This design comes from an exercise in tuning for small area, a short achievable clock period and few clock cycles on the open sky130 flow, not from production work.
In this exercise RTL edits were held to simulation tests only and were not proved equivalent to the original.
Power and IR drop assume default switching activity.

==> inputs of v12 <==
## oss_framer
module oss_framer (
    input  wire        clk,
    input  wire        rst,
    input  wire        host_req,
    input  wire        host_we,
    input  wire [15:0] host_addr,
    input  wire [7:0]  host_wdata,
    output wire        host_ack,
    output reg  [7:0]  host_rdata,
    input  wire        rx_valid,
    input  wire [7:0]  rx_data,
    input  wire        rdy_in,
    output wire        tx_valid,
    output wire [7:0]  tx_data
);
    localparam [7:0] PREFIX0    = 8'hAA;
    localparam [7:0] PREFIX1    = 8'h55;
    localparam [7:0] FC_STANDBY = 8'h02;
    localparam [7:0] FC_UNKNOWN = 8'hFF;
    localparam [2:0] E_NONE     = 3'b000;
    localparam [2:0] E_CHECKSUM = 3'b001;
    localparam [2:0] E_HEADER   = 3'b010;
    localparam [2:0] E_TIMEOUT  = 3'b011;
    localparam [2:0] E_BADLEN   = 3'b100;
    localparam [2:0] E_ILLEGAL  = 3'b101;
    reg [7:0]  arg_fc, arg_uc, arg_l, arg_avg, arg_ae;
    reg [15:0] arg_r, arg_it;
    reg [1:0]  arg_flags;
    reg [2:0]  err;
    reg [3:0]  fcur;        
    reg [3:0]  fb_hw;       
    reg [7:0]  fsum;        
    reg        ffilled, rdy_flag, ok, fetch_due, drained;
    reg [7:0]  hfc, huc;
    reg        built;       
    reg        lvalid;      
    reg        aw;          
    reg [4:0]  last_l;      
  ...
==> flow/config.mk <==
export PLATFORM = sky130hd
export DESIGN_NAME = oss_framer
export DESIGN_NICKNAME = oss_framer
export VERILOG_FILES = /design/flow/design.v
export SDC_FILE = /design/flow/constraint.sdc
export NUM_CORES = 4
export LEC_CHECK = 0
export ABC_AREA = 1
export CAP_MARGIN = 20
export CORE_MARGIN = 2
export CORE_UTILIZATION = 55
export PLACE_DENSITY = 0.65
export SLEW_MARGIN = 20
export SYNTH_HIERARCHICAL = 1
export TNS_END_PERCENT = 5
==> flow/constraint.sdc <==
create_clock -name core_clock -period 16.0 [get_ports {clk}]
set_input_delay 3.2000 -clock core_clock [delete_from_list [all_inputs] [get_ports {clk}]]
set_output_delay 3.2000 -clock core_clock [all_outputs]
set_load 0.01 [all_outputs]
standard.sh (not shown) runs the stock make flow with config.mk's settings and CLKGATE_MAP_FILE= SYNTH_SCRIPT=/design/flow/synth_recipe.tcl, a recipe that flattens the netlist after the stock synthesis.
==> flow/flow/run.sh <==
#!/bin/bash
set -euo pipefail
export SETUP_SLACK_MARGIN=7.6
export BUFFER_PORTS_ARGS="-buffer_cell sky130_fd_sc_hd__buf_4"
export CTS_ARGS="-sink_clustering_enable -repair_clock_nets -dont_use_dummy_load -buf_list sky130_fd_sc_hd__clkbuf_16 -sink_clustering_size 24 -sink_clustering_max_diameter 80"
bash standard.sh > standard_flow.log 2>&1
==> v2 (differences from v12) <==
==> flow/flow/run.sh (replaced) <==
#!/bin/bash
set -euo pipefail
export SETUP_SLACK_MARGIN=7.6
export CTS_ARGS="-sink_clustering_enable -repair_clock_nets -dont_use_dummy_load -buf_list sky130_fd_sc_hd__clkbuf_16 -sink_clustering_size 24 -sink_clustering_max_diameter 80"
bash standard.sh > standard_flow.log 2>&1
==> summary.txt <==
Result of the run: v12 complete, no violations; v2 complete, no violations
Initial antenna violation count: v12 5; v2 3
Fmax: v12 115 MHz; v2 114 MHz
Destination of the worst register-to-register timing path: v12 cmd[29]$_SDFFCE_PP0P_; v2 cmd[31]$_SDFFCE_PP0P_
Fraction of met1 tracks used by global routing: v12 0.522; v2 0.528
Design area: v12 54000 um^2; v2 54700 um^2
Pre-CTS setup slack: v12 5.29 ns; v2 4.29 ns
Setup slack of the worst register-to-register path: v12 8.80 ns; v2 8.63 ns
Total wire length after detailed routing: v12 185000 um; v2 189000 um
GRT met2 Usage: v12 0.617; v2 0.611
Cts repair resizes: v12 217; v2 333
Worst hold-check slack: v12 0.469 ns; v2 0.466 ns
Total routing resource utilization after global routing: v12 0.394; v2 0.397
Number of non-filler instances in the completed layout: v12 6507; v2 6542
Testbench counts of v12, summed over its fixed seeds: cycles 375,187.
Testbench counts of v2, summed over its fixed seeds: cycles 375,187.

==> v18: inputs <==
oss_framer, a different RTL version from the one above (not shown whole).
==> flow/design.v (excerpt) <==
module oss_framer (
    input  wire        clk,
    input  wire        rst,
    input  wire        host_req,
    input  wire        host_we,
    input  wire [15:0] host_addr,
    input  wire [7:0]  host_wdata,
    output wire        host_ack,
    output reg  [7:0]  host_rdata,
    input  wire        rx_valid,
    input  wire [7:0]  rx_data,
    input  wire        rdy_in,
    output wire        tx_valid,
    output wire [7:0]  tx_data
);
Settings: LEC_CHECK=0, ABC_AREA=0, CAP_MARGIN=20, CORE_MARGIN=2, CORE_UTILIZATION=55, PLACE_DENSITY=0.65, SLEW_MARGIN=20, SYNTH_HIERARCHICAL=1, TNS_END_PERCENT=5; clock period 16.0 ns.
==> flow/flow/run.sh <==
#!/bin/bash
set -euo pipefail
export SETUP_SLACK_MARGIN=7.6
export BUFFER_PORTS_ARGS="-buffer_cell sky130_fd_sc_hd__buf_4"
export CTS_ARGS="-sink_clustering_enable -repair_clock_nets -dont_use_dummy_load -buf_list sky130_fd_sc_hd__clkbuf_16 -sink_clustering_size 24 -sink_clustering_max_diameter 80"
bash standard.sh > standard_flow.log 2>&1
==> inputs of v17, as changes to v18 <==
--- a/flow/design.v
+++ b/flow/design.v
@@ -29,14 +29,11 @@
     reg [2:0]  err;
     reg [3:0]  fcur;        
     reg [3:0]  fb_hw;       
     reg [7:0]  fsum;        
     reg        ffilled, rdy_flag, ok, fetch_due, drained;
-    reg [7:0]  hfc, huc;
-    reg        built;       
-    reg        lvalid;      
-    reg        aw;          
+    reg [7:0]  async_fc, last_fc, last_uc;
     reg [4:0]  last_l;      
     reg [6:0]  ret_size;    
     reg [6:0]  rx_cnt;      
     reg [6:0]  ret_hw;      
     reg [7:0]  cs_acc;
@@ -46,11 +43,11 @@
     reg        sending;
     reg        bak_eq;
     reg        scan;
     reg [5:0]  cnt;         
     reg [127:0] cmd;
-    reg [127:32] bak;       
+    reg [127:0] bak;
     reg [79:8]  fb;         
     reg [511:0] ret;
     wire [15:0] a = host_addr;
     wire [7:0]  wd = host_wdata;
     wire a_op   = (a == 16'h0000);
@@ -71,15 +68,10 @@
     wire op_poll  = w_op & (wd == 8'h0A);
     wire op_drain = w_op & (wd == 8'h0B);
     wire op_csclr = w_op & (wd == 8'h0C);
     wire ll_nz    = (last_l != 5'd0);
     wire [6:0] r7     = arg_r[6:0];
-    wire [7:0] last_fc  = lvalid ? hfc : FC_UNKNOWN;
-    wire [7:0] last_uc  = lvalid ? huc : 8'h00;
-    wire [7:0] async_fc = aw ? hfc : FC_UNKNOWN;
-    wire [31:0] bak_hdr = built ? {huc, hfc, PREFIX1, PREFIX0} : 32'd0;
-    wire [127:0] bak_x  = {bak, bak_hdr};
     wire r_ok    = (arg_r[15:7] == 9'd0) && (r7 >= 7'd5) && (r7 <= 7'd64);
     wire rx_ge   = (rx_cnt >= r7);
     wire hdr_ok  = (ret[7:0] == PREFIX0) && (ret[15:8] == PREFIX1) &&
                    (ret[23:16] == last_fc) && (ret[31:24] == last_uc);
     wire fast_ok = rs_ok && (rx_cnt == r7);
@@ -94,13 +86,11 @@
     assign host_ack = host_req & (sending ? tx_last :
                                   scan    ? scan_last :
                                             ~(xmit_go | scan_go));
     assign tx_valid = sending | xmit_go;
     wire [5:0] ridx   = a[5:0] | cnt;      
-    wire [7:0] ret_rd;
-    wire [63:0] ridx_oh = 64'd1 << ridx;    
-    oss_framer_mux64 u_ret_rd (.d(ret), .sel(ridx_oh), .q(ret_rd));
+    wire [7:0] ret_rd = ret[ridx*8 +: 8];
     wire [14:4] bmask;
     genvar bi;
     generate
         for (bi = 4; bi < 15; bi = bi + 1) begin : g_bm
             assign bmask[bi] = (arg_l[7:4] != 4'd0) || (arg_l[3:0] > bi + 1);
@@ -221,11 +211,10 @@
     endgenerate
     wire build_go = op_build & l_ok;
     wire rest_go  = op_rest & ~bak_eq;
     wire [127:0] fbx = {48'd0, fb[79:8], PREFIX0};
     wire [127:0] pay_x = {56'd0, arg_ae, arg_avg, arg_it[15:8], arg_it[7:0], 32'd0};
-    wire [7:0] wbus = build_go ? build_chk : wd;
     generate
         for (gi = 0; gi < 16; gi = gi + 1) begin : g_cmd
             wire s_w = w_cmd & (a[3:0] == gi);
             wire s_h = build_go & (gi < 4);
             wire s_c = build_go & (gi >= 4) & (l_m1 == gi);
@@ -234,27 +223,22 @@
             wire en  = rst | s_w | s_h | s_c | s_p | rest_go | s_d;
             wire [7:0] hv = (gi == 0) ? PREFIX0 : (gi == 1) ? PREFIX1 :
                             (gi == 2) ? arg_fc  : arg_uc;
             wire [7:0] pv = pay_x[gi*8 +: 8];
             wire [7:0] dv = fbx[gi*8 +: 8];
-            wire [7:0] nv = ({8{s_w | s_c}} & wbus) | ({8{s_h}} & hv) |
-                            ({8{s_p}} & pv) | ({8{rest_go}} & bak_x[gi*8 +: 8]) |
+            wire [7:0] nv = ({8{s_w}} & wd) | ({8{s_h}} & hv) | ({8{s_c}} & build_chk) |
+                            ({8{s_p}} & pv) | ({8{rest_go}} & bak[gi*8 +: 8]) |
                             ({8{s_d}} & dv);
             always @(posedge clk)
                 if (en)
                     cmd[gi*8 +: 8] <= rst ? 8'h00 : nv;
         end
     endgenerate
     wire bak_en = bak_eq & cmd_mod;
     always @(posedge clk)
-        if (build_go) begin
-            hfc <= arg_fc;
-            huc <= arg_uc;
-        end
-    always @(posedge clk)
         if (bak_en)
-            bak <= cmd[127:32];
+            bak <= cmd;
     always @(posedge clk) begin
         if (rst) begin
             arg_fc    <= 8'd0;
             arg_uc    <= 8'd0;
             arg_l     <= 8'd0;
@@ -270,13 +254,13 @@
             ffilled   <= 1'b0;
             rdy_flag  <= 1'b0;
             ok        <= 1'b0;
             fetch_due <= 1'b0;
             drained   <= 1'b0;
-            built     <= 1'b0;
-            lvalid    <= 1'b0;
-            aw        <= 1'b0;
+            async_fc  <= FC_UNKNOWN;
+            last_fc   <= FC_UNKNOWN;
+            last_uc   <= 8'd0;
             last_l    <= 5'd0;
             ret_size  <= 7'd0;
             rx_cnt    <= 7'd0;
             ret_hw    <= 7'd0;
             cs_acc    <= 8'd0;
@@ -373,12 +357,13 @@
                 ffilled   <= 1'b0;
                 rdy_flag  <= 1'b0;
                 ok        <= 1'b0;
                 fetch_due <= 1'b0;
                 drained   <= 1'b0;
-                lvalid    <= 1'b0;
-                aw        <= 1'b0;
+                async_fc  <= FC_UNKNOWN;
+                last_fc   <= FC_UNKNOWN;
+                last_uc   <= 8'd0;
                 last_l    <= 5'd0;
                 ret_size  <= 7'd0;
                 rx_cnt    <= 7'd0;
                 rs        <= 8'd0;
                 rs_ok     <= 1'b1;
@@ -386,14 +371,14 @@
             end
             if (op_build) begin
                 if (!l_ok) begin
                     err <= E_BADLEN;
                 end else begin
-                    aw       <= arg_flags[0];
-                    built    <= 1'b1;
-                    lvalid   <= 1'b1;
+                    async_fc <= arg_flags[0] ? arg_fc : FC_UNKNOWN;
                     rdy_flag <= 1'b0;
+                    last_fc  <= arg_fc;
+                    last_uc  <= arg_uc;
                     last_l   <= arg_l[4:0];
                     bak_eq   <= 1'b1;
                 end
             end
             if (op_xmit) begin
@@ -467,17 +452,5 @@
             if (op_csclr)
                 cs_acc <= 8'd0;
         end
     end
 endmodule
-module oss_framer_mux64 (
-    input  wire [511:0] d,
-    input  wire [63:0]  sel,
-    output reg  [7:0]   q
-);
-    integer i;
-    always @(*) begin
-        q = 8'h00;
-        for (i = 0; i < 64; i = i + 1)
-            q = q | ({8{sel[i]}} & d[i*8 +: 8]);
-    end
-endmodule
==> flow/flow/run.sh (replaced) <==
#!/bin/bash
set -euo pipefail
export SETUP_SLACK_MARGIN=7.6
export CTS_ARGS="-sink_clustering_enable -repair_clock_nets -dont_use_dummy_load -buf_list sky130_fd_sc_hd__clkbuf_16 -sink_clustering_size 24 -sink_clustering_max_diameter 80"
bash standard.sh > standard_flow.log 2>&1
==> flow/config.mk (replaced) <==
export PLATFORM = sky130hd
export DESIGN_NAME = oss_framer
export DESIGN_NICKNAME = oss_framer
export VERILOG_FILES = /design/flow/design.v
export SDC_FILE = /design/flow/constraint.sdc
export NUM_CORES = 4
export LEC_CHECK = 0
export ABC_AREA = 1
export CAP_MARGIN = 20
export CORE_MARGIN = 2
export CORE_UTILIZATION = 55
export PLACE_DENSITY = 0.65
export SLEW_MARGIN = 20
export TNS_END_PERCENT = 5
==> inputs of v25, as changes to v18 <==
--- a/flow/design.v
+++ b/flow/design.v
@@ -94,13 +94,11 @@
     assign host_ack = host_req & (sending ? tx_last :
                                   scan    ? scan_last :
                                             ~(xmit_go | scan_go));
     assign tx_valid = sending | xmit_go;
     wire [5:0] ridx   = a[5:0] | cnt;      
-    wire [7:0] ret_rd;
-    wire [63:0] ridx_oh = 64'd1 << ridx;    
-    oss_framer_mux64 u_ret_rd (.d(ret), .sel(ridx_oh), .q(ret_rd));
+    wire [7:0] ret_rd = ret[ridx*8 +: 8];
     wire [14:4] bmask;
     genvar bi;
     generate
         for (bi = 4; bi < 15; bi = bi + 1) begin : g_bm
             assign bmask[bi] = (arg_l[7:4] != 4'd0) || (arg_l[3:0] > bi + 1);
@@ -221,11 +219,10 @@
     endgenerate
     wire build_go = op_build & l_ok;
     wire rest_go  = op_rest & ~bak_eq;
     wire [127:0] fbx = {48'd0, fb[79:8], PREFIX0};
     wire [127:0] pay_x = {56'd0, arg_ae, arg_avg, arg_it[15:8], arg_it[7:0], 32'd0};
-    wire [7:0] wbus = build_go ? build_chk : wd;
     generate
         for (gi = 0; gi < 16; gi = gi + 1) begin : g_cmd
             wire s_w = w_cmd & (a[3:0] == gi);
             wire s_h = build_go & (gi < 4);
             wire s_c = build_go & (gi >= 4) & (l_m1 == gi);
@@ -234,11 +231,11 @@
             wire en  = rst | s_w | s_h | s_c | s_p | rest_go | s_d;
             wire [7:0] hv = (gi == 0) ? PREFIX0 : (gi == 1) ? PREFIX1 :
                             (gi == 2) ? arg_fc  : arg_uc;
             wire [7:0] pv = pay_x[gi*8 +: 8];
             wire [7:0] dv = fbx[gi*8 +: 8];
-            wire [7:0] nv = ({8{s_w | s_c}} & wbus) | ({8{s_h}} & hv) |
+            wire [7:0] nv = ({8{s_w}} & wd) | ({8{s_h}} & hv) | ({8{s_c}} & build_chk) |
                             ({8{s_p}} & pv) | ({8{rest_go}} & bak_x[gi*8 +: 8]) |
                             ({8{s_d}} & dv);
             always @(posedge clk)
                 if (en)
                     cmd[gi*8 +: 8] <= rst ? 8'h00 : nv;
@@ -467,17 +464,5 @@
             if (op_csclr)
                 cs_acc <= 8'd0;
         end
     end
 endmodule
-module oss_framer_mux64 (
-    input  wire [511:0] d,
-    input  wire [63:0]  sel,
-    output reg  [7:0]   q
-);
-    integer i;
-    always @(*) begin
-        q = 8'h00;
-        for (i = 0; i < 64; i = i + 1)
-            q = q | ({8{sel[i]}} & d[i*8 +: 8]);
-    end
-endmodule
==> flow/flow/run.sh (replaced) <==
#!/bin/bash
set -euo pipefail
export SETUP_SLACK_MARGIN=7.6
export CTS_ARGS="-sink_clustering_enable -repair_clock_nets -dont_use_dummy_load -buf_list sky130_fd_sc_hd__clkbuf_16 -sink_clustering_size 24 -sink_clustering_max_diameter 80"
bash standard.sh > standard_flow.log 2>&1
==> flow/config.mk (replaced) <==
export PLATFORM = sky130hd
export DESIGN_NAME = oss_framer
export DESIGN_NICKNAME = oss_framer
export VERILOG_FILES = /design/flow/design.v
export SDC_FILE = /design/flow/constraint.sdc
export NUM_CORES = 4
export LEC_CHECK = 0
export ABC_AREA = 1
export CAP_MARGIN = 20
export CORE_MARGIN = 2
export CORE_UTILIZATION = 55
export PLACE_DENSITY = 0.65
export SLEW_MARGIN = 20
export TNS_END_PERCENT = 5
==> inputs of v14, as changes to v18 <==
==> flow/flow/run.sh (replaced) <==
#!/bin/bash
set -euo pipefail
export SETUP_SLACK_MARGIN=7.6
export CTS_ARGS="-sink_clustering_enable -repair_clock_nets -dont_use_dummy_load -buf_list sky130_fd_sc_hd__clkbuf_16 -sink_clustering_size 24 -sink_clustering_max_diameter 80"
bash standard.sh > standard_flow.log 2>&1
==> summary.txt <==
v14 went through all stages and came out clean. v25 went through all stages and came out clean. v17 completed without violations. v18 went through all stages and came out clean.
Of v25 and v17, v17 has the higher sequential cell count (gap 37).
Utilization: v25 > v17 > v14 > v18.
In clock power, v25 and v18 hardly differ.
Against v17, the synthesized cell count of v14 is smaller by about 27%.
In v25 the final cell count is higher than in v14, by about 30%.
Register-to-register slack: v18 < v14 < v17 < v25.
Against v18, the sequential share of layout area of v14 is lower by 0.55 points.
Combinational power, lowest first: v18, v14, v17, v25.
Routed wire length: v17 is higher than v14 (15%).
==> figures <==
quantity	v18	v17	v25	v14
Sequential Power Share	62.4%	60.4%	59.8%	62.1%
Comb group	0.321 mW	0.463 mW	0.493 mW	0.339 mW
First element of the critical path	host_addr[1]	host_addr[1]	host_addr[0]	host_addr[0]
Die height	293 µm	305 µm	303 µm	293 µm
Max Clk Rate	107 MHz	112 MHz	112 MHz	106 MHz
Final Cycle Share	58.7%	55.8%	55.6%	58.9%
Arrival time of data at the critical path endpoint	6190 ps	5730 ps	5700 ps	6230 ps
Status	timing/DRC/antenna clean	timing/DRC/antenna clean	timing/DRC/antenna clean	timing/DRC/antenna clean
Routing usage on met3	6.46%	13.7%	14.8%	6.38%
Non-CTS inverters	134	481	528	134
Largest net degree at the start of global routing	67	105	95	69
Top routing layer in use	met4	met5	met5	met5
Share of Yosys cell area claimed by the top area cell type	53.7%	50.5%	50.5%	53.7%
Number of sinks driven by the clock tree	978	1015	978	978
Final non-clock buffer share	3.03%	4.89%	6.08%	3.99%
Worst IR Drop VDD	116 µV	79.4 µV	97.0 µV	88.6 µV
Area share of fa/ha/maj cells after synthesis	4.96%	4.57%	4.66%	4.96%
Total of cells resized after clock tree synthesis	216	328	362	285
Clock group total power	1.37 mW	1.43 mW	1.38 mW	1.37 mW
Testbench counts of v18, summed over its fixed seeds: cycles 375,187.
Testbench counts of v17, summed over its fixed seeds: cycles 375,187.
Testbench counts of v25, summed over its fixed seeds: cycles 375,187.
Testbench counts of v14, summed over its fixed seeds: cycles 375,187.

-- re-timing with driven ports --
No port has a modelled driver above. Below, the same layouts with a new extraction and two added sets of constraints. Step 1 (the two cells are an assumption about what drives the block):
set clk [get_ports {clk}]
set_driving_cell -lib_cell sky130_fd_sc_hd__clkbuf_16 $clk
set_driving_cell -lib_cell sky130_fd_sc_hd__buf_2 [delete_from_list [all_inputs] $clk]
Step 2 times the ports against the registers' clock, not the clock port: input delays grow and output delays shrink by t, the midpoint of the rising clock arrivals with the driver on. Slacks: ideal ports / drivers / drivers and shift; pairs: ideal ports / drivers.
run | t, ns | setup slack, ns | worst setup path after step 2
v12 | 0.728 | 7.318 / 7.267 / 7.267 | input to output
v2 | 0.746 | 7.223 / 7.186 / 7.186 | input to output
v18 | 0.702 | 6.613 / 6.505 / 6.505 | input to output
v17 | 0.711 | 7.073 / 7.025 / 7.025 | input to output
v25 | 0.718 | 7.105 / 7.045 / 7.045 | input to output
v14 | 0.705 | 6.572 / 6.506 / 6.506 | input to output
After both steps every run listed still meets setup and hold. For v18, which loses most, drivers alone change the setup slack by -0.108 ns; drivers and shift together by -0.108 ns.
